This design comes from an exercise in tuning for small area, a short achievable clock period and few clock cycles on the open sky130 flow, not from production work. Function was checked by simulation only, so behaviour that the tests miss may differ from the original. Power is estimated from default activity; no workload was simulated.

$ cat design.v
module orc_rle2_dec (
    input  wire        clk,
    input  wire        rst,          
    input  wire        cfg_signed,   
    input  wire        in_valid,
    input  wire [7:0]  in_data,
    output wire        in_ready,
    output wire        out_valid,
    output wire [63:0] out_data,
    output wire        out_last,     
    input  wire        out_ready,
    output wire        err           
);
    localparam [1:0] TAG_SR     = 2'd0;
    localparam [1:0] TAG_DIRECT = 2'd1;
    localparam [1:0] TAG_PB     = 2'd2;
    localparam [1:0] TAG_DELTA  = 2'd3;
    localparam [2:0] A_HDR0 = 3'd0;   
    localparam [2:0] A_HDR1 = 3'd1;   
    localparam [2:0] A_SRV  = 3'd2;   
    localparam [2:0] A_VAR  = 3'd3;   
    localparam [2:0] A_DATA = 3'd4;   
    localparam [2:0] A_ERR  = 3'd5;   
    function [6:0] width_of;
        input [4:0] code;
        begin
            if (code < 5'd24)
                width_of = {2'b00, code} + 7'd1;
            else if (code < 5'd28)
                width_of = 7'd26 + {4'd0, code[1:0], 1'b0};
            else
                width_of = 7'd40 + {2'd0, code[1:0], 3'b000};
        end
    endfunction
    function [63:0] zigzag_dec;
        input [63:0] z;
        begin
            zigzag_dec = (z >> 1) ^ {64{z[0]}};
        end
    endfunction
    reg [2:0]  astate;
    reg [1:0]  tag;
    reg        h0_len8;      
    reg [4:0]  h0_code;      
    reg [9:0]  arem;         
    reg        az;           
    reg        a1;           
    reg        lone;         
    reg        fdneg;        
    reg        sgn;          
    reg [6:0]  width;        
    reg [7:0]  d;
    reg [7:0]  e;            
    reg [70:0] bb;           
    reg [7:0]  hb;           
    reg        hbv;
    reg [3:0]  vi;           
    reg        vsel;         
    reg        ir;           
    reg        errq;         
    reg        xv;
    reg [63:0] xd;
    reg        x_add;        
    reg        x_cin;
    reg [9:0]  x_cnt;        
    reg        xc0;          
    reg        x_last;       
    reg        ov;
    reg [63:0] od;
    reg        ol;
    wire in_fire;
    orc_rle2_dec_late u_in_fire (.p(1'b0), .q(ir), .s(in_valid), .y(in_fire));
    wire out_fire = ov & out_ready;
    wire b_go;
    orc_rle2_dec_late u_b_go (.p(xv & ~ov), .q(xv), .s(out_ready), .y(b_go));
    wire x_cnt0  = xc0;
    wire x_free  = ~xv | (b_go & x_cnt0);
    wire is_srv  = (astate == A_SRV);
    wire is_var  = (astate == A_VAR);
    wire is_data = (astate == A_DATA);
    wire tok_v   = ~d[7] & (is_srv | is_var | is_data);
    wire tok_null = is_var & vsel & lone;           
    wire take_now = tok_v & (tok_null | ~xv | (x_cnt0 & ~ov));
    wire take_rdy = tok_v & xv & x_cnt0;
    wire take, load_x;
    orc_rle2_dec_late u_take (.p(take_now), .q(take_rdy), .s(out_ready), .y(take));
    orc_rle2_dec_late u_load_x (.p(take_now & ~tok_null), .q(take_rdy & ~tok_null),
                                .s(out_ready), .y(load_x));
    wire [2:0]  sh   = d[2:0];
    wire [70:0] bsh  = bb >> sh;
    reg  [63:0] wmask;
    integer k;
    always @(*)
        for (k = 0; k < 64; k = k + 1)
            wmask[k] = (k < width);
    wire [63:0] ext  = bsh[63:0] & wmask;
    wire        t_zz = is_var | (sgn & (tag != TAG_DELTA));
    wire        t_neg = is_data & (tag == TAG_DELTA) & fdneg;
    wire [63:0] ez   = t_zz ? zigzag_dec(ext) : (t_neg ? ~ext : ext);
    wire t_add  = (is_data & (tag == TAG_DELTA)) | (is_var & vsel);
    wire dw0    = (h0_code == 5'd0);
    wire [9:0] t_cnt = (is_srv) ? arem :
                       (is_var & vsel & dw0) ? arem : 10'd0;
    wire t_last = is_srv | (is_var & ~vsel & lone) |
                  (is_var & vsel & (dw0 | az)) |
                  (is_data & az);
    assign out_valid = ov;
    assign out_data  = od;
    assign out_last  = ol;
    assign err       = errq;
    assign in_ready  = ir;
    wire [6:0] code_w = width_of(h0_code);
    wire       a2     = (arem == 10'd2);
    wire [6:0] hdr_w  = width_of(in_data[5:1]);
    wire [7:0] d_in   = d + 8'd8;
    wire [7:0] e_in   = e + 8'd8;
    wire [7:0] e_tk   = e - {1'b0, width};
    wire [7:0] e_both = e_tk + 8'd8;
    reg [2:0]  astate_n;
    reg [1:0]  tag_n;
    reg        h0_len8_n;
    reg [4:0]  h0_code_n;
    reg [9:0]  arem_n;
    reg        az_n, a1_n;
    reg        lone_n;
    reg        fdneg_n;
    reg [6:0]  width_n;
    reg [7:0]  d_n;
    reg [7:0]  e_n;
    reg [3:0]  vi_n;
    reg        vsel_n;
    reg        ir_n;
    always @(*) begin
        astate_n  = astate;
        tag_n     = tag;
        h0_len8_n = h0_len8;
        h0_code_n = h0_code;
        arem_n    = arem;
        az_n      = az;
        a1_n      = a1;
        lone_n    = lone;
        fdneg_n   = fdneg;
        width_n   = width;
        d_n       = d;
        e_n       = e;
        vi_n      = vi;
        vsel_n    = vsel;
        case (astate)
        A_HDR0: if (in_fire) begin
            tag_n     = in_data[7:6];
            h0_code_n = in_data[5:1];
            h0_len8_n = in_data[0];
            case (in_data[7:6])
            TAG_SR: begin
                width_n  = {1'b0, in_data[5:3], 3'b000} + 7'd8;
                d_n      = {2'b11, ~in_data[5:3], 3'b000};   
                arem_n   = {7'd0, in_data[2:0]} + 10'd2;
                az_n     = 1'b0;
                a1_n     = 1'b0;
                astate_n = A_SRV;
            end
            TAG_DIRECT: begin
                width_n  = hdr_w;
                astate_n = A_HDR1;
            end
            TAG_DELTA: begin
                width_n  = 7'd0;
                astate_n = A_HDR1;
            end
            default: astate_n = A_ERR;
            endcase
        end
        A_HDR1: if (in_fire) begin
            arem_n = {h0_len8, in_data};
            az_n   = ({h0_len8, in_data} == 9'd0);
            a1_n   = ({h0_len8, in_data} == 9'd1);
            lone_n = ({h0_len8, in_data} == 9'd0);
            if (tag == TAG_DELTA) begin
                d_n      = 8'hff;
                vi_n     = 4'd0;
                vsel_n   = 1'b0;
                astate_n = A_VAR;
            end else begin
                d_n      = 8'd0 - {1'b0, width};
                e_n      = 8'd0 - {width, 1'b0};
                astate_n = A_DATA;
            end
        end
        A_SRV: begin
            if (in_fire)
                d_n = d_in;
            if (take)
                astate_n = A_HDR0;
        end
        A_VAR: begin
            if (in_fire) begin
                if (vi != 4'd15)
                    vi_n = vi + 4'd1;
                if (vi < 4'd9)
                    width_n = width + 7'd7;
                else
                    width_n = 7'd64;
                if (!in_data[7])
                    d_n = 8'd0;
            end
            if (take) begin
                arem_n = arem - 10'd1;
                az_n   = a1;
                a1_n   = a2;
                if (!vsel) begin
                    vsel_n  = 1'b1;
                    vi_n    = 4'd0;
                    width_n = 7'd0;
                    d_n     = 8'hff;
                end else begin
                    fdneg_n = ez[63];
                    if (lone || dw0 || az) begin
                        astate_n = A_HDR0;
                    end else begin
                        width_n  = code_w;
                        d_n      = 8'd0 - {1'b0, code_w};
                        e_n      = 8'd0 - {code_w, 1'b0};
                        astate_n = A_DATA;
                    end
                end
            end
        end
        A_DATA: begin
            if (take) begin
                d_n = (hbv | in_fire) & e[7] ? e_in : e;
                e_n = (hbv | in_fire) & e[7] ? e_both : e_tk;
            end else begin
                d_n = (hbv | in_fire) & d[7] ? d_in : d;
                e_n = (hbv | in_fire) & d[7] ? e_in : e;
            end
            if (take) begin
                arem_n = arem - 10'd1;
                az_n   = a1;
                a1_n   = a2;
                if (az)
                    astate_n = A_HDR0;
            end
        end
        A_ERR: ;
        default: astate_n = A_HDR0;
        endcase
    end
    function lim;
        input [7:0] x;
        begin
            lim = (width[6:3] != 4'd0) | (x[2:0] < width[2:0]);
        end
    endfunction
    wire arem_nz = ~az;
    wire arem_gt1 = ~az & ~a1;
    wire c0_s0 = d[7]    | (arem_nz  & lim(d));
    wire c0_s1 = d[7]    & (d_in[7]   | (arem_nz  & lim(d_in)));
    wire c1_s0 = e[7]    | (arem_gt1 & lim(e));
    wire c1_s1 = e[7]    & (e_in[7]   | (arem_gt1 & lim(e_in)));
    wire src, room, app;
    orc_rle2_dec_late u_src (.p(hbv), .q(ir), .s(in_valid), .y(src));
    orc_rle2_dec_late u_room (.p(d[7] | (e[7] & take_now)), .q(e[7] & take_rdy),
                              .s(out_ready), .y(room));
    orc_rle2_dec_late u_app (.p(1'b0), .q(src), .s(room), .y(app));
    always @(*) begin
        case (astate)
        A_HDR0: ir_n = ~(in_fire & (in_data[7:6] == TAG_PB));
        A_HDR1: ir_n = 1'b1;
        A_SRV:  ir_n = take | (in_fire ? d_in[7] : d[7]);
        A_VAR:  ir_n = take | (in_fire ? in_data[7] : d[7]);
        A_DATA: ir_n = take ? (~arem_nz | (src ? c1_s1 : c1_s0))
                            : (src ? c0_s1 : c0_s0);
        default: ir_n = 1'b0;
        endcase
    end
    always @(posedge clk) begin
        sgn <= cfg_signed;
        if (rst) begin
            astate  <= A_HDR0;
            tag     <= TAG_SR;
            h0_len8 <= 1'b0;
            h0_code <= 5'd0;
            arem    <= 10'd0;
            az      <= 1'b1;
            a1      <= 1'b0;
            lone    <= 1'b0;
            fdneg   <= 1'b0;
            width   <= 7'd0;
            d       <= 8'hff;
            e       <= 8'hff;
            vi      <= 4'd0;
            vsel    <= 1'b0;
            ir      <= 1'b1;
        end else begin
            astate  <= astate_n;
            tag     <= tag_n;
            h0_len8 <= h0_len8_n;
            h0_code <= h0_code_n;
            arem    <= arem_n;
            az      <= az_n;
            a1      <= a1_n;
            lone    <= lone_n;
            fdneg   <= fdneg_n;
            width   <= width_n;
            d       <= d_n;
            e       <= e_n;
            vi      <= vi_n;
            vsel    <= vsel_n;
            ir      <= ir_n;
        end
    end
    always @(posedge clk) begin
        if (in_fire) begin
            if (is_var) begin
                if (vi < 4'd9)
                    bb[7*vi +: 7] <= in_data[6:0];
                else if (vi == 4'd9)
                    bb[63] <= in_data[0];
            end else if (is_srv) begin
                bb <= {bb[62:0], in_data};
            end
        end
        if (is_data && app)
            bb <= {bb[62:0], hbv ? hb : in_data};
        if (in_fire)
            hb <= in_data;
    end
    always @(posedge clk) begin
        if (rst)
            hbv <= 1'b0;
        else if (is_data)
            hbv <= src & ~(take ? e[7] : d[7]);
    end
    always @(posedge clk) begin
        if (rst) begin
            xv <= 1'b0;
            ov <= 1'b0;
            errq <= 1'b0;
        end else begin
            errq <= (astate_n == A_ERR) & ~b_go & (~ov | out_ready);
            if (load_x)
                xv <= 1'b1;
            else if (b_go && x_cnt0)
                xv <= 1'b0;
            if (b_go)
                ov <= 1'b1;
            else if (out_fire)
                ov <= 1'b0;
        end
    end
    wire [64:0] sum65 = {od, 1'b1} + {xd, x_cin};
    wire [63:0] sum   = sum65[64:1];
    always @(posedge clk) begin
        if (load_x) begin
            xd     <= ez;
            x_add  <= t_add;
            x_cin  <= t_neg;
            x_cnt  <= t_cnt;
            xc0    <= ~(is_srv | (is_var & vsel & dw0 & ~az));
            x_last <= t_last;
        end else if (b_go && !x_cnt0) begin
            x_cnt  <= x_cnt - 10'd1;
            xc0    <= (x_cnt == 10'd1);
        end
        if (b_go) begin
            od <= x_add ? sum : xd;
            ol <= x_last & x_cnt0;
        end
    end
endmodule
module orc_rle2_dec_late (
    input  wire p,
    input  wire q,
    input  wire s,
    output wire y
);
    assign y = p | (q & s);
endmodule
$ cat flow/run.sh
#!/bin/bash
# The standard ORFS layout (the standard.sh, standard synthesis unchanged)
# with two changes to how the layout is made, none to the constraints:
#  * the resizer's setup repair aims for 7.2 ns of setup slack (SETUP_SLACK_MARGIN)
#    on the worst path only (TNS_END_PERCENT 0 in config.mk);
#  * the port buffers that every input and output gets are buf_4 cells.
# make's full output goes to make.log here; each ORFS step keeps its own log
# under orfs/logs/.
set -euo pipefail
bash standard.sh SETUP_SLACK_MARGIN=7.2 "BUFFER_PORTS_ARGS=-buffer_cell sky130_fd_sc_hd__buf_4" finish > make.log 2>&1
$ cat standard.sh
#!/bin/bash
# synth_recipe.tcl (not shown) runs the flow's synth.tcl, then flattens the netlist and writes it again
# the make line also repeats each setting of config.mk as NAME=value (left out here)
make -C /OpenROAD-flow-scripts/flow DESIGN_CONFIG=/design/flow/config.mk WORK_HOME=/design/flow/orfs CLKGATE_MAP_FILE= SYNTH_SCRIPT=/design/flow/synth_recipe.tcl "${@:-finish}"
$ cat config.mk
export PLATFORM = sky130hd
export DESIGN_NAME = orc_rle2_dec
export DESIGN_NICKNAME = orc_rle2_dec
export VERILOG_FILES = /design/flow/design.v
export SDC_FILE = /design/flow/constraint.sdc
export NUM_CORES = 4
export LEC_CHECK = 0
export ABC_CLOCK_PERIOD_IN_PS = 3000
export CAP_MARGIN = 20
export CORE_MARGIN = 2
export CORE_UTILIZATION = 60
export SLEW_MARGIN = 20
export SYNTH_HIERARCHICAL = 1
export SYNTH_MINIMUM_KEEP_SIZE = 0
export TNS_END_PERCENT = 0
$ cat constraint.sdc
create_clock -name core_clock -period 10.0 [get_ports {clk}]
set_input_delay 2.0000 -clock core_clock [delete_from_list [all_inputs] [get_ports {clk}]]
set_output_delay 2.0000 -clock core_clock [all_outputs]
set_load 0.01 [all_outputs]
==> results of run 1 <==
-- critical path: stages --
cell and delay (ns):
buf_4 0.16, a21o_4 0.30, nor2_2 0.18, nor2_4 0.08, nand2_1 0.08, xor2_1 0.23
mux2_2 0.20, a21oi_1 0.06, a221oi_1 0.21, a21oi_1 0.07, a211o_1 0.30
-- modules after synthesis (local to each module, per instance) --
module / cell area [sq um] / cells / flops+latches / copies in the design
orc_rle2_dec: 22600 / 2706 / 281 / 1
orc_rle2_dec_late: 7.51 / 1 / 0 / 7
-- report_power, final --
part           total [uW]  internal [uW]  switching (uW)
logic                1460            564             897
clock network        1240            697             545
registers            1570           1420             152
total                4270           2680            1590
-- synthesized netlist by cell type (12+ instances only) --
| cell type | n | area share (%) |
|---|---|---|
| buf_1 | 36 | 0.60 |
| xnor2_1 | 155 | 6.0 |
| nand2b_1 | 20 | 0.55 |
| buf_2 | 12 | 0.27 |
| mux2i_1 | 68 | 3.0 |
| nor4_1 | 19 | 0.52 |
| a31oi_1 | 21 | 0.58 |
| clkbuf_1 | 140 | 2.3 |
| ha_1 | 96 | 5.3 |
| o21bai_1 | 18 | 0.60 |
| o21ai_0 | 189 | 4.2 |
| edfxtp_1 | 222 | 29 |
| nor3_1 | 49 | 1.1 |
| o211ai_1 | 23 | 0.76 |
| nand2_1 | 332 | 5.5 |
| and3_1 | 13 | 0.36 |
| inv_1 | 49 | 0.81 |
| a211o_1 | 12 | 0.46 |
| a21o_1 | 63 | 2.1 |
| and2_1 | 19 | 0.52 |
| nand4_1 | 30 | 0.83 |
| xor2_1 | 60 | 2.3 |
| o22ai_1 | 26 | 0.72 |
| mux2_2 | 75 | 3.7 |
| nor2b_1 | 15 | 0.41 |
| a211oi_1 | 20 | 0.66 |
| nand3_1 | 42 | 0.93 |
| a21oi_1 | 261 | 5.8 |
| dfxtp_1 | 59 | 5.2 |
| a221oi_1 | 68 | 2.6 |
| nor2_1 | 339 | 5.6 |
-- routing by layer --
metal	vias to the layer above	part of all wire, %	global-route usage (%)	routed length, um
met2	1079	45	55.0	31400
met5	-	0	0	0
met4	0	3.4	12.3	2360
met3	176	9.2	6.68	6450
met1	10000	42	49.0	29500
li1	9855	-	-	-
-- how the worst max path moves through the flow --
| stage | slack (ns) | to | start | depth (start not counted) |
|---|---|---|---|---|
| after floorplan | 6.46 | bb[0]$_DFFE_PP_ | in_valid | 7 |
| after global placement | 5.94 | d[3]$_SDFFE_PP1P_ | in_valid | 9 |
| after detailed placement | 5.87 | e[7]$_SDFFE_PP1P_ | astate[1]$_SDFF_PP0_ | 13 |
| after CTS | 6.63 | od[58]$_DFFE_PP_ | od[0]$_DFFE_PP_ | 11 |
| after global routing | 6.46 | od[58]$_DFFE_PP_ | od[0]$_DFFE_PP_ | 11 |
| final | 6.59 | d[5]$_SDFFE_PP1P_ | in_valid | 11 |
-- state kept, by name, summed over array words and instances (netlist names), 2 cells and up --
signal,count
hb,8
bb,71
arem,10
width,7
d,8
e,8
x_cnt,10
astate,3
od,64
h0_code,5
tag,2
vi,4
xd,64
-- cell type report --
type	instances	area, sq um	area share [%]
multi-input cells	2191	14200	57.1
repair buffers	110	837	3.37
inverters	56	215	0.865
well taps	511	639	2.57
flip-flops and latches	281	7860	31.6
clock inverters	25	203	0.815
clock buffers	41	920	3.70
-- logic make-up (layout without fill, tap and decap cells) --
group | Yosys count | in the layout | share of synthesized area, %
DFF | 281 | 281 | 34.7
and+or+nand+nor | 919 | 919 | 17.7
xor gates and xnor gates | 215 | 215 | 8.32
adders and majority gates | 98 | 98 | 5.48
other | 1 | 2 | 0.0166
muxes | 148 | 148 | 7.23
buffers and inverters | 244 | 232 | 4.11
AOI/OAI and AO/OA | 807 | 809 | 22.5
-- timing repair --
item	4_1_cts	5_1_grt
pin swaps	8	2
endpoints found under the hold margin	0	0
gates cloned	2	0
hold buffers	0	0
resized for setup	44	14
setup endpoints to repair	464	475
setup buffers	7	1
-- stage by stage --
stage | setup WS, ns | instances
after detailed placement | 5.87 | 3138
after global routing | 6.46 | 3215
after global placement | 5.94 | 3138
after floorplan | 6.46 | 2714
final | 6.59 | 3215
after CTS | 6.63 | 3213
==> impl_summary.log, run 1 <==
INFO  metric run_status = no timing/DRC/antenna violations
INFO  metric yosysWarningCount = 7
INFO  metric slew_headroom = approximately 30%
INFO  metric clock_tree.root_cell = clkbuf_16
INFO  metric synth_sequential_area_ratio = about 35%
INFO  metric fin_nets = 2787
INFO  metric synth.cell_area = roughly 23000 sq um
INFO  metric cts.clk_slew.worst_paths = ~0.06 ns
INFO  metric timing.critical_path.fanout_max = 10
INFO  metric worst_hold_slack = around 0.47 ns
INFO  metric final_max_slew_viol_count = 0
INFO  metric number_of_unique_standard_cell_types_used_by_synthesis = around 80
INFO  metric gp_routability_congestion = about 0.96
INFO  metric report.final.hold_viol_count = 0
INFO  metric fp.dieArea = 39300 sq um
INFO  metric globalRouteOverflowTotal = 0
INFO  metric final_routed_wirelength_across_all_metal_layers = 69700 um
INFO  metric detailedPlacementHpwl = 50000 um
INFO  metric timing.clock.skew = ~0.034 ns
INFO  metric synth-seq-cells = ~280
INFO  metric cp-start-kind = input pin
INFO  metric fill_cells = between 3k and 4k
INFO  metric crit_required = about 10 ns
INFO  metric globalRouteTotalUtil = around a third
INFO  metric pin_slew_with_the_least_headroom_to_its_limit = ~1.0 ns
INFO  metric clock-sinks = roughly 280
INFO  metric routedWlPerCell = 21.7 um
INFO  metric drt-pass1-iter-count = 6
INFO  metric r2r_setup_slk = ~6.6 ns
INFO  metric min_delay_path_depth = 2
INFO  metric worstHoldStart = tag[0]$_SDFFE_PP0P_
INFO  metric crit_type = in -> reg
INFO  metric critical_path.reg2reg.startpoint = xd[2]$_DFFE_PP_
INFO  metric floorplan.initialDensity = roughly three fifths
INFO  metric layout.cell_area.non_filler = 24900 sq um
INFO  metric drc = 0
INFO  metric synthToLayoutAreaGrowth = 9.84%
INFO  metric ys_async_sr_fraction = 0%
INFO  metric endpoint_worst_hold = tag[0]$_SDFFE_PP0P_
INFO  metric num_antenna_cells = 0
INFO  metric floorplan.core_area = about 37000 sq um
INFO  metric detail-route-antenna-nets = 0
INFO  metric detailed_place.area = between 20000 and 25000 sq um
INFO  metric num_vias = 21.1k
INFO  metric mostFrequentLayoutCell = nor2_1
INFO  metric crit_path_end_kind = flip-flop
INFO  metric grt_pass1_vias = a little under 20k
INFO  metric drive_gt1_share = a little under an eighth
INFO  metric ys_dominant_reg_cell = edfxtp_1
INFO  metric power.total = between 4000 and 5000 uW
INFO  metric reg2regPathDepth = 11
INFO  metric power_leakage = between 0.009 and 0.01 uW
INFO  metric post-route-util = around two thirds
INFO  metric htree_levels = 2
INFO  metric worst_r2r_endpoint = od[60]$_DFFE_PP_
INFO  metric setup_repair_after_global_routing_missed_its_margin = yes
INFO  metric cell_pwr_density = approximately 170 nW/um^2
INFO  metric tritoncts.num_buffers = 36
INFO  metric syn-instance-count = 2713
INFO  metric final-setup-viol-count = 0
INFO  metric timing.fmax = 293 MHz
INFO  metric boundaryPins = 81
INFO  metric final.setup.tns = 0 ns
INFO  metric die_w = 198 um
INFO  metric largest_net_degree_at_the_start_of_global_routing = 128
INFO  metric io_buffers = 80
INFO  metric final_min_period_over_clock_period = approximately a third
INFO  metric route.detailed.vias_per_inst = between 6 and 7
INFO  metric cts-root-to-sink-buffers = 3
INFO  metric timing.max_cap.violations = 0
INFO  metric synth_area_per_cell = about 8.3 sq um
INFO  metric row_count = 71
INFO  metric antenna_found_initial = 0
INFO  metric insertion_delay = just under 0.6 ns
INFO  metric worst_ep_arrival_time = about 3.9 ns
INFO  metric vertical_die_dimension = around 200 um
INFO  metric hold_class = reg -> reg
INFO  metric finalWorstPathRequiredPeriod = around 3.4 ns
INFO  metric worst_ir_drop_vdd = 0.144 mV
INFO  metric synth_edf_count = between 200 and 250
INFO  metric grt_first_pass_wirelength = around 110000 um
INFO  metric cts_tree = yes
INFO  metric final_cell_mix = nor2_1 (334), nand2_1 (328), a21oi_1 (255), edfxtp_1 (222), o21ai_0 (187)
INFO  metric drtIter0Drc = 2367
Testbench counts, summed over its fixed seeds: cycles 46,386.
==> run 2, diff against run 1 <==
--- a/design.v
+++ b/design.v
@@ -49,7 +49,7 @@
     reg        fdneg;        
     reg        sgn;          
     reg [6:0]  width;        
-    reg [7:0]  d;
+    reg [7:0]  d;            
     reg [7:0]  e;            
     reg [70:0] bb;           
     reg [7:0]  hb;           
@@ -74,7 +74,6 @@
     wire b_go;
     orc_rle2_dec_late u_b_go (.p(xv & ~ov), .q(xv), .s(out_ready), .y(b_go));
     wire x_cnt0  = xc0;
-    wire x_free  = ~xv | (b_go & x_cnt0);
     wire is_srv  = (astate == A_SRV);
     wire is_var  = (astate == A_VAR);
     wire is_data = (astate == A_DATA);
@@ -111,7 +110,6 @@
     assign in_ready  = ir;
     wire [6:0] code_w = width_of(h0_code);
     wire       a2     = (arem == 10'd2);
-    wire [6:0] hdr_w  = width_of(in_data[5:1]);
     wire [7:0] d_in   = d + 8'd8;
     wire [7:0] e_in   = e + 8'd8;
     wire [7:0] e_tk   = e - {1'b0, width};
@@ -160,7 +158,6 @@
                 astate_n = A_SRV;
             end
             TAG_DIRECT: begin
-                width_n  = hdr_w;
                 astate_n = A_HDR1;
             end
             TAG_DELTA: begin
@@ -181,8 +178,9 @@
                 vsel_n   = 1'b0;
                 astate_n = A_VAR;
             end else begin
-                d_n      = 8'd0 - {1'b0, width};
-                e_n      = 8'd0 - {width, 1'b0};
+                width_n  = code_w;
+                d_n      = 8'd0 - {1'b0, code_w};
+                e_n      = 8'd0 - {code_w, 1'b0};
                 astate_n = A_DATA;
             end
         end
==> flow/run.sh (replaced) <==
#!/bin/bash
# The standard ORFS layout (the standard.sh, standard synthesis unchanged)
# with two changes to how the layout is made, none to the constraints:
#  * the resizer's setup repair aims for 7 ns of setup slack (SETUP_SLACK_MARGIN)
#    on the worst path only (TNS_END_PERCENT 0 in config.mk);
#  * the port buffers that every input and output gets are buf_4 cells.
# make's full output goes to make.log here; each ORFS step keeps its own log
# under orfs/logs/.
set -euo pipefail
bash standard.sh SETUP_SLACK_MARGIN=7 "BUFFER_PORTS_ARGS=-buffer_cell sky130_fd_sc_hd__buf_4" finish > make.log 2>&1
==> impl_summary.log, run 2 <==
INFO  metric synth_adder_area_share = 5.19% (was 5.48%)
INFO  metric layout_setup_ws = 6.77 ns (was 6.59 ns)
INFO  metric power.total = 5060 uW (was 4270 uW)
INFO  metric synth_sequential_area_ratio = 34.6% (was 34.7%)
INFO  metric combinationalPowerShare = 43.4% (was 34.2%)
INFO  metric gp_routability_congestion = 0.981 (was 0.957)
INFO  metric tritoncts.num_buffers = 35 (was 36)
INFO  metric clock_power_share = 24.1% (was 29.1%)
INFO  metric final.setup.tns = 0 ns (unchanged)
INFO  metric synth.largest_area_cell = edfxtp_1 (unchanged)
INFO  metric die_w = 199 um (was 198 um)
INFO  metric insertion_delay = 0.56 ns (was 0.59 ns)
INFO  metric timing.fmax = 309 MHz (was 293 MHz)
INFO  metric synthToLayoutAreaGrowth = 10.8% (was 9.84%)
INFO  metric worst_ir_drop_vdd = 0.191 mV (was 0.144 mV)
INFO  metric yosysWarningCount = 7 (unchanged)
INFO  metric floorplan.core_area = 37500 sq um (was 37400 sq um)
INFO  metric grt_first_pass_wirelength = 107000 um (was 109000 um)
INFO  metric synth.cell_area = 22700 sq um (was 22600 sq um)
INFO  metric floorplan.initialDensity = 60.6% (was 60.5%)
INFO  metric power_leakage = 0.00925 uW (was 0.00923 uW)
INFO  metric num_vias = 20.7k (was 21.1k)
INFO  metric layout.cells.non_filler = 3192 (was 3215)
INFO  metric cp-start-kind = input pin (unchanged)
INFO  metric crit_type = in -> reg (unchanged)
INFO  metric largest_register = bb (unchanged)
INFO  metric mostFrequentLayoutCell = nor2_1 (unchanged)
INFO  metric synth_top_family_by_area = compound AO/OA/AOI/OAI gates (unchanged)
INFO  metric grt_pass1_vias = 19.3k (was 19.5k)
INFO  metric row_count = 71 (unchanged)
INFO  metric globalRouteTotalUtil = 34.5% (was 35.3%)
INFO  metric synth_top_area_share = 29.4% (about the same)
INFO  metric final_routed_wirelength_across_all_metal_layers = 68400 um (was 69700 um)
INFO  metric largest_net_degree_at_the_start_of_global_routing = 104 (was 128)
INFO  metric route.detailed.vias_per_inst = 6.47 (was 6.57)
INFO  metric biggestRegsByFlops = bb: 71 flops, od: 64 flops, xd: 64 flops (unchanged)
INFO  metric synth_area_per_cell = 8.48 sq um (was 8.35 sq um)
INFO  metric drc = 0 (unchanged)
INFO  metric startpoint = out_ready (was in_valid)
INFO  metric synth_mux_area_share = 7.53% (was 7.23%)
INFO  metric detail-route-antenna-nets = 0 (unchanged)
INFO  metric final_cell_mix = nor2_1 (342), nand2_1 (309), a21oi_1 (233), edfxtp_1 (222), o21ai_0 (191) (was nor2_1 (334), nand2_1 (328), a21oi_1 (255), edfxtp_1 (222), o21ai_0 (187))
INFO  metric number_of_unique_standard_cell_types_used_by_synthesis = 92 (was 79)
INFO  metric globalRouteOverflowTotal = 0 (unchanged)
INFO  metric run_status = no timing/DRC/antenna violations (unchanged)
INFO  metric post-synth-top-count-cell = nor2_1 (unchanged)
INFO  metric power.share.sequential = 32.5% (was 36.7%)
INFO  metric drtIter0Drc = 2352 (was 2367)
INFO  metric ys_dominant_reg_cell = edfxtp_1 (unchanged)
INFO  metric clock-sinks = 281 (unchanged)
INFO  metric synth-xor-area-share = 8.14% (was 8.32%)
INFO  metric htree_levels = 2 (unchanged)
INFO  metric worstHoldStart = tag[0]$_SDFFE_PP0P_ (unchanged)
INFO  metric fin_nets = 2766 (was 2787)
INFO  metric vertical_die_dimension = 199 um (was 198 um)
INFO  metric synth_top_cells_by_area = edfxtp_1 (29%), xnor2_1 (5.8%), nor2_1 (5.8%), a21oi_1 (5.4%), nand2_1 (5.2%) (was edfxtp_1 (29%), xnor2_1 (6.0%), a21oi_1 (5.8%), nor2_1 (5.6%), nand2_1 (5.5%))
INFO  metric largest_register_ff_count = 71 (unchanged)
INFO  metric critical_path.reg2reg.startpoint = od[28]$_DFFE_PP_ (was xd[2]$_DFFE_PP_)
INFO  metric worst_ep_arrival_time = 3.67 ns (was 3.87 ns)
INFO  metric detailedPlacementHpwl = 49100 um (was 50000 um)
INFO  metric final-setup-viol-count = 0 (unchanged)
INFO  metric syn-instance-count = 2677 (was 2713)
INFO  metric cts_tree = yes (unchanged)
INFO  metric ys_async_sr_fraction = 0% (unchanged)
INFO  metric timing.max_cap.violations = 0 (unchanged)
INFO  metric drt-pass1-iter-count = 6 (unchanged)
INFO  metric synth-seq-cells = 281 (unchanged)
INFO  metric routedWlPerCell = 21.4 um (was 21.7 um)
INFO  metric slew_headroom = 36.6% (was 30.0%)
INFO  metric yosys.area_share.simple = 17.3% (was 17.7%)
INFO  metric report.final.hold_viol_count = 0 (unchanged)
INFO  metric preCtsSetupSlack = 5.38 ns (was 5.87 ns)
INFO  metric fp.dieArea = 39400 sq um (was 39300 sq um)
INFO  metric cts_hold_repair.buffers = 0 (unchanged)
INFO  metric pin_slew_with_the_least_headroom_to_its_limit = 0.945 ns (was 1.02 ns)
INFO  metric cts-root-to-sink-buffers = 3 (unchanged)
INFO  metric num_antenna_cells = 0 (unchanged)
INFO  metric hold_class = reg -> reg (unchanged)
INFO  metric clock_tree.root_cell = clkbuf_16 (unchanged)
INFO  metric synth_edf_count = 222 (unchanged)
INFO  metric crit_required = 10.44 ns (was 10.45 ns)
INFO  metric drive_gt1_share = 14.5% (was 11.8%)
INFO  metric dp.cells = 3109 (was 3138)
INFO  metric timing.clock.skew = 0.0300 ns (was 0.0338 ns)
INFO  metric setup_repair_after_global_routing_missed_its_margin = yes (unchanged)
INFO  metric final_min_period_over_clock_period = 32.3% (was 34.1%)
INFO  metric synth_compound_area_share = 22.6% (was 22.5%)
INFO  metric io_buffers = 80 (unchanged)
INFO  metric crit_path_end_kind = flip-flop (unchanged)
INFO  metric timing.critical_path.fanout_max = 18 (was 10)
INFO  metric antenna_found_initial = 0 (unchanged)
INFO  metric finalWorstPathRequiredPeriod = 3.23 ns (was 3.41 ns)
INFO  metric cts.clk_slew.worst_paths = 0.06 ns (about the same)
INFO  metric boundaryPins = 81 (unchanged)
INFO  metric power.share.switching = 40.0% (was 37.3%)
INFO  metric top_cell_types_by_occurrence_after_synthesis = nor2_1 (351), nand2_1 (315), a21oi_1 (246), edfxtp_1 (222), o21ai_0 (196) (was nor2_1 (339), nand2_1 (332), a21oi_1 (261), edfxtp_1 (222), o21ai_0 (189))
INFO  metric cell_pwr_density = 201 nW/um^2 (was 172 nW/um^2)
INFO  metric total_switching_power = 2020 uW (was 1590 uW)
INFO  metric final_max_slew_viol_count = 0 (unchanged)
INFO  metric cell_internal_pwr = 3040 uW (was 2680 uW)
run 2: metal layers:
| layer | GRT usage [%] | part of all wire (%) | wire (um) | up-vias |
|---|---|---|---|---|
| met3 | 5.80 | 8.0 | 5490 | 169 |
| met1 | 47.2 | 43 | 29400 | 9758 |
| met2 | 54.2 | 45 | 30800 | 977 |
| li1 | - | - | - | 9763 |
| met5 | 0 | 0 | 0 | - |
| met4 | 14.4 | 3.9 | 2700 | 0 |
run 2: final timing paths:
path,to,slack (ns),cells after the start
worst min register to register,tag[0]$_SDFFE_PP0P_,0.47,2
worst max-delay path,d[7]$_SDFFE_PP1P_,6.77,9
worst min-delay path,tag[0]$_SDFFE_PP0P_,0.47,2
worst max register to register,od[54]$_DFFE_PP_,6.82,10
run 2: layout make-up:
class,instances,area (sq um)
clock buffer,43,958
tap,511,639
inverter,65,263
sequential,281,7870
timing repair buffer,119,998
clock inverter,15,114
multi-input combinational,2158,14300
fill,3138,12300
run 2: cells by family (layout without fill, tap and decap cells):
kind of cell    Yosys count  in the layout
simple gates            895            896
compound gates          802            805
flops                   281            281
buf+inv                 243            242
xor+xnor                211            211
mux                     151            151
fa+ha+maj                93             93
other cells               1              2
run 2: repair_timing:
item / CTS / global route
setup buffers: 10 / 9
endpoints found under the setup margin: 381 / 425
gates resized for setup: 66 / 61
cloned: 4 / 2
pin swaps: 8 / 19
hold endpoints to repair: 0 / 0
run 2: modules after synthesis (local to each module, per instance):
module / area, sq um / flip-flops and latches
orc_rle2_dec_late: 7.51 / 0
orc_rle2_dec: 22600 / 281
run 2: worst max-delay path, stage by stage:
cell and delay, ns:
buf_4 0.13, a21o_4 0.23, buf_12 0.16, and3_1 0.26
a32oi_1 0.27, o211ai_1 0.13, a21oi_1 0.19, nor2_1 0.06
a211o_1 0.25
run 2: power groups by stage:
stage,sequential (uW),combinational (uW),clock (uW)
3_3_place_gp,1650,2020,0
4_1_cts,1630,2110,1240
2_1_floorplan,1570,1650,0
3_5_place_dp,1650,2060,0
6_report,1640,2200,1220
5_1_grt,1660,2410,1280
run 2: through the flow:
step / util [%] / hold slack [ns] / instance area, sq um
floorplan: - / 0.445 / 22800
CTS: 66.1 / 0.470 / 24800
global placement: 62.2 / 0.453 / 23300
detailed placement: 62.3 / 0.462 / 23300
global route: 67.1 / 0.497 / 25100
finish: 67.1 / 0.474 / 25100
Testbench counts of run 2, summed over its fixed seeds: cycles 46,386.
==> run 3, diff against run 2 <==
--- a/config.mk
+++ b/config.mk
@@ -8,7 +8,7 @@
 export ABC_CLOCK_PERIOD_IN_PS = 3000
 export CAP_MARGIN = 20
 export CORE_MARGIN = 2
-export CORE_UTILIZATION = 60
+export CORE_UTILIZATION = 70
 export SLEW_MARGIN = 20
 export SYNTH_HIERARCHICAL = 1
 export SYNTH_MINIMUM_KEEP_SIZE = 0
==> impl_summary.log, run 3 <==
INFO  metric floorplan.core_area = 31700 sq um (was 37500 sq um)
INFO  metric final_max_slew_viol_count = 0 (unchanged)
INFO  metric timing.clock.skew = 0.0348 ns (was 0.0300 ns)
INFO  metric synth_top_area_share = 29.4% (unchanged)
INFO  metric ys_async_sr_fraction = 0% (unchanged)
INFO  metric slew_headroom = 23.0% (was 36.6%)
INFO  metric power.share.switching = 40.1% (was 40.0%)
INFO  metric crit_buf_inv = 1 (was 2)
INFO  metric floorplan.initialDensity = 71.6% (was 60.6%)
INFO  metric area_taken_by_flip_flops_and_latches = 7880 sq um (was 7870 sq um)
INFO  metric tritoncts.num_buffers = 31 (was 35)
INFO  metric multi_input_area = 14300 sq um (about the same)
INFO  metric drive_gt1_share = 14.4% (was 14.5%)
INFO  metric final-setup-viol-count = 0 (unchanged)
INFO  metric yosysWarningCount = 7 (unchanged)
INFO  metric crit_path_end_kind = output pin (was flip-flop)
INFO  metric biggestRegsByFlops = bb: 71 flops, od: 64 flops, xd: 64 flops (unchanged)
INFO  metric worst_ep_arrival_time = 1.24 ns (was 3.67 ns)
INFO  metric final_min_period_over_clock_period = 32.4% (was 32.3%)
INFO  metric num_vias = 21.6k (was 20.7k)
INFO  metric combinationalPowerShare = 44.0% (was 43.4%)
INFO  metric cell_internal_pwr = 3050 uW (was 3040 uW)
INFO  metric setup_repair_after_global_routing_missed_its_margin = yes (unchanged)
INFO  metric antenna_found_initial = 0 (unchanged)
INFO  metric timing.fmax = 309 MHz (about the same)
INFO  metric drtIter0Drc = 3076 (was 2352)
INFO  metric boundaryPins = 81 (unchanged)
INFO  metric number_of_unique_standard_cell_types_used_by_synthesis = 92 (unchanged)
INFO  metric crit_path_cell_trace = buf_4 (was buf_4 -> a21o_4 -> buf_12 -> and3_1 -> a32oi_1 -> o211ai_1 -> a21oi_1 -> nor2_1 -> a211o_1)
INFO  metric run_status = no timing/DRC/antenna violations (unchanged)
INFO  metric ys_dominant_reg_cell = edfxtp_1 (unchanged)
INFO  metric finalWorstPathRequiredPeriod = 3.24 ns (was 3.23 ns)
INFO  metric fp.dieArea = 33900 sq um (was 39400 sq um)
INFO  metric htree_levels = 1 (was 2)
INFO  metric synth.largest_area_cell = edfxtp_1 (unchanged)
INFO  metric grt_first_pass_wirelength = 107000 um (about the same)
INFO  metric cell_pwr_density = 204 nW/um^2 (was 201 nW/um^2)
INFO  metric row_count = 65 (was 71)
INFO  metric crit_required = 8.00 ns (was 10.44 ns)
INFO  metric critical-path-top-delay-family = flip-flops (was compound AO/OA/AOI/OAI gates)
INFO  metric vertical_die_dimension = 184 um (was 199 um)
INFO  metric worst_ir_drop_vdd = 0.167 mV (was 0.191 mV)
INFO  metric final.setup.tns = 0 ns (unchanged)
INFO  metric mostFrequentLayoutCell = nor2_1 (unchanged)
INFO  metric die_w = 184 um (was 199 um)
INFO  metric synth-seq-cells = 281 (unchanged)
INFO  metric post-synth-top-count-cell = nor2_1 (unchanged)
INFO  metric clock-sinks = 281 (unchanged)
INFO  metric synth_area_per_cell = 8.48 sq um (unchanged)
INFO  metric largest_net_degree_at_the_start_of_global_routing = 103 (was 104)
INFO  metric fill_cells = 2131 (was 3138)
INFO  metric detailedPlacementHpwl = 48400 um (was 49100 um)
INFO  metric largest_register_ff_count = 71 (unchanged)
INFO  metric cts-root-to-sink-buffers = 3 (unchanged)
INFO  metric synth.cell_area = 22700 sq um (unchanged)
INFO  metric detail-route-antenna-nets = 0 (unchanged)
INFO  metric synth_sequential_area_ratio = 34.6% (unchanged)
INFO  metric pin_slew_with_the_least_headroom_to_its_limit = 1.15 ns (was 0.945 ns)
INFO  metric worst_path_largest_cell_delay = 0.46 ns (was 0.27 ns)
INFO  metric cts_hold_repair.buffers = 0 (unchanged)
INFO  metric report.final.hold_viol_count = 0 (unchanged)
INFO  metric clock_tree.root_cell = clkbuf_16 (unchanged)
INFO  metric top_cell_types_by_occurrence_after_synthesis = nor2_1 (351), nand2_1 (315), a21oi_1 (246), edfxtp_1 (222), o21ai_0 (196) (unchanged)
INFO  metric final_routed_wirelength_across_all_metal_layers = 69700 um (was 68400 um)
INFO  metric crit_type = reg -> out (was in -> reg)
INFO  metric worst_hold_slack = 0.485 ns (was 0.474 ns)
INFO  metric globalRouteOverflowTotal = 0 (unchanged)
INFO  metric synthToLayoutAreaGrowth = 9.90% (was 10.8%)
INFO  metric fin_nets = 2763 (was 2766)
INFO  metric power_leakage = 0.00924 uW (was 0.00925 uW)
INFO  metric timing.critical_path.fanout_max = 2 (was 18)
INFO  metric crit_path_top_delay_cell = edfxtp_1 (was a32oi_1)
INFO  metric cp-start-kind = flip-flop (was input pin)
INFO  metric globalRouteTotalUtil = 39.8% (was 34.5%)
INFO  metric grt_pass1_vias = 19.8k (was 19.3k)
INFO  metric io_buffers = 80 (unchanged)
INFO  metric hold_class = reg -> reg (unchanged)
INFO  metric routedWlPerCell = 22.6 um (was 21.4 um)
INFO  metric cts_tree = yes (unchanged)
INFO  metric num_antenna_cells = 0 (unchanged)
INFO  metric largest_register = bb (unchanged)
INFO  metric total_switching_power = 2040 uW (was 2020 uW)
INFO  metric clock_power_share = 23.7% (was 24.1%)
INFO  metric synth_edf_count = 222 (unchanged)
INFO  metric drc = 0 (unchanged)
INFO  metric gp_routability_congestion = 0.989 (was 0.981)
INFO  metric drt-pass1-iter-count = 9 (was 6)
INFO  metric synth_top_cells_by_area = edfxtp_1 (29%), xnor2_1 (5.8%), nor2_1 (5.8%), a21oi_1 (5.4%), nand2_1 (5.2%) (unchanged)
INFO  metric r2r_setup_slk = 6.79 ns (was 6.82 ns)
INFO  metric route.detailed.vias_per_inst = 7.02 (was 6.47)
INFO  metric syn-instance-count = 2677 (unchanged)
INFO  metric power.share.sequential = 32.3% (was 32.5%)
INFO  metric final_cell_mix = nor2_1 (345), nand2_1 (310), a21oi_1 (236), edfxtp_1 (222), o21ai_0 (190) (was nor2_1 (342), nand2_1 (309), a21oi_1 (233), edfxtp_1 (222), o21ai_0 (191))
INFO  metric cts.clk_slew.worst_paths = 0.07 ns (was 0.06 ns)
INFO  metric timing.max_cap.violations = 0 (unchanged)
INFO  metric insertion_delay = 0.60 ns (was 0.56 ns)
INFO  metric power.total = 5090 uW (was 5060 uW)
## run 3: per-module statistics from Yosys (local to each module, per instance)
module,area (sq um),flops+latches,times used
orc_rle2_dec,22600,281,1
orc_rle2_dec_late,7.51,0,7
## run 3: routing by layer
metal,vias to the layer above,global-route usage (%),share of wire (%)
li1,9777,-,-
met5,-,0,0
met2,1554,63.2,45
met4,0,16.4,4.9
met1,10000,54.7,39
met3,289,6.06,11
## run 3: power by group through the flow
stage	clock network (uW)	registers [uW]	logic, uW
detailed placement	0	1650	2060
finish	1200	1640	2240
global route	1240	1650	2420
CTS	1200	1630	2110
floorplan	0	1570	1650
global placement	0	1640	2000
## run 3: cells by family (layout without fill, tap and decap cells)
kind of cell,Yosys count,count (layout),synth area share [%]
compound gates,802,804,22.6
xor+xnor,211,211,8.14
other cells,1,2,0.0165
fa+ha+maj,93,93,5.19
mux,151,151,7.53
flops,281,281,34.6
simple gates,895,896,17.3
buf+inv,243,244,4.66
## run 3: area by class of cell
type | instances | share of cell area [%]
clock buffers | 40 | 3.32
clock inverters | 18 | 0.893
inverters | 65 | 1.05
multi-input cells | 2157 | 57.3
flip-flops and latches | 281 | 31.6
well taps | 402 | 2.02
repair buffers | 121 | 3.89
## run 3: what timing repair did
action | in CTS | in global routing
setup endpoints to repair | 401 | 406
hold endpoints to repair | 0 | 0
cloned | 2 | 1
buffers inserted | 6 | 17
pin swaps | 4 | 13
resized for setup | 54 | 77
## run 3: final timing paths
kind,from,endpoint,depth (start not counted)
worst min register to register,h0_len8$_SDFFE_PP0P_,h0_len8$_SDFFE_PP0P_,2
worst max register to register,xd[3]$_DFFE_PP_,od[56]$_DFFE_PP_,10
worst max-delay path,od[2]$_DFFE_PP_,out_data[2],1
worst min-delay path,h0_len8$_SDFFE_PP0P_,h0_len8$_SDFFE_PP0P_,2
## run 3: per-stage QoR
| step | instances | cell area [sq um] | worst slack (ns) | util (%) |
|---|---|---|---|---|
| 6_report | 3084 | 24900 | 6.76 | 78.7 |
| 5_1_grt | 3084 | 24900 | 6.69 | 78.7 |
| 4_1_cts | 3066 | 24500 | 6.74 | 77.3 |
| 3_5_place_dp | 3000 | 23200 | 5.23 | 73.1 |
| 3_3_place_gp | 3000 | 23200 | 5.32 | 73.1 |
| 2_1_floorplan | 2678 | 22800 | 5.84 | - |

[what the ideal ports hide]
Ports are ideal in the flow. The routed layouts listed here were re-timed in OpenROAD.
Step 1: set_driving_cell puts a clkbuf_16 on clk and a buf_2 on each other input, an assumption about the parent block.
Step 2 adds t to the input delays and takes it off the output delays; t is the mean of the earliest and latest rising clock arrival at the registers after step 1. Input paths then give back, and output paths get back, about the clock's delay inside the block.
a / b / c = ideal ports / drivers / drivers and shift; a / b = the first two.
| run | shift t [ns] | slack for setup (ns) | hold WS [ns] |
|---|---|---|---|
| run 1 | 0.623 | 6.589 / 6.619 / 5.997 | 0.475 / 0.475 / 0.475 |
| run 2 | 0.599 | 6.767 / 6.764 / 6.203 | 0.474 / 0.474 / 0.474 |
| run 3 | 0.635 | 6.764 / 6.707 / 6.174 | 0.485 / 0.485 / 0.485 |
After both steps every run listed still meets setup and hold. For run 1, which loses most, drivers alone change the setup slack by +0.030 ns; drivers and shift together by -0.592 ns.
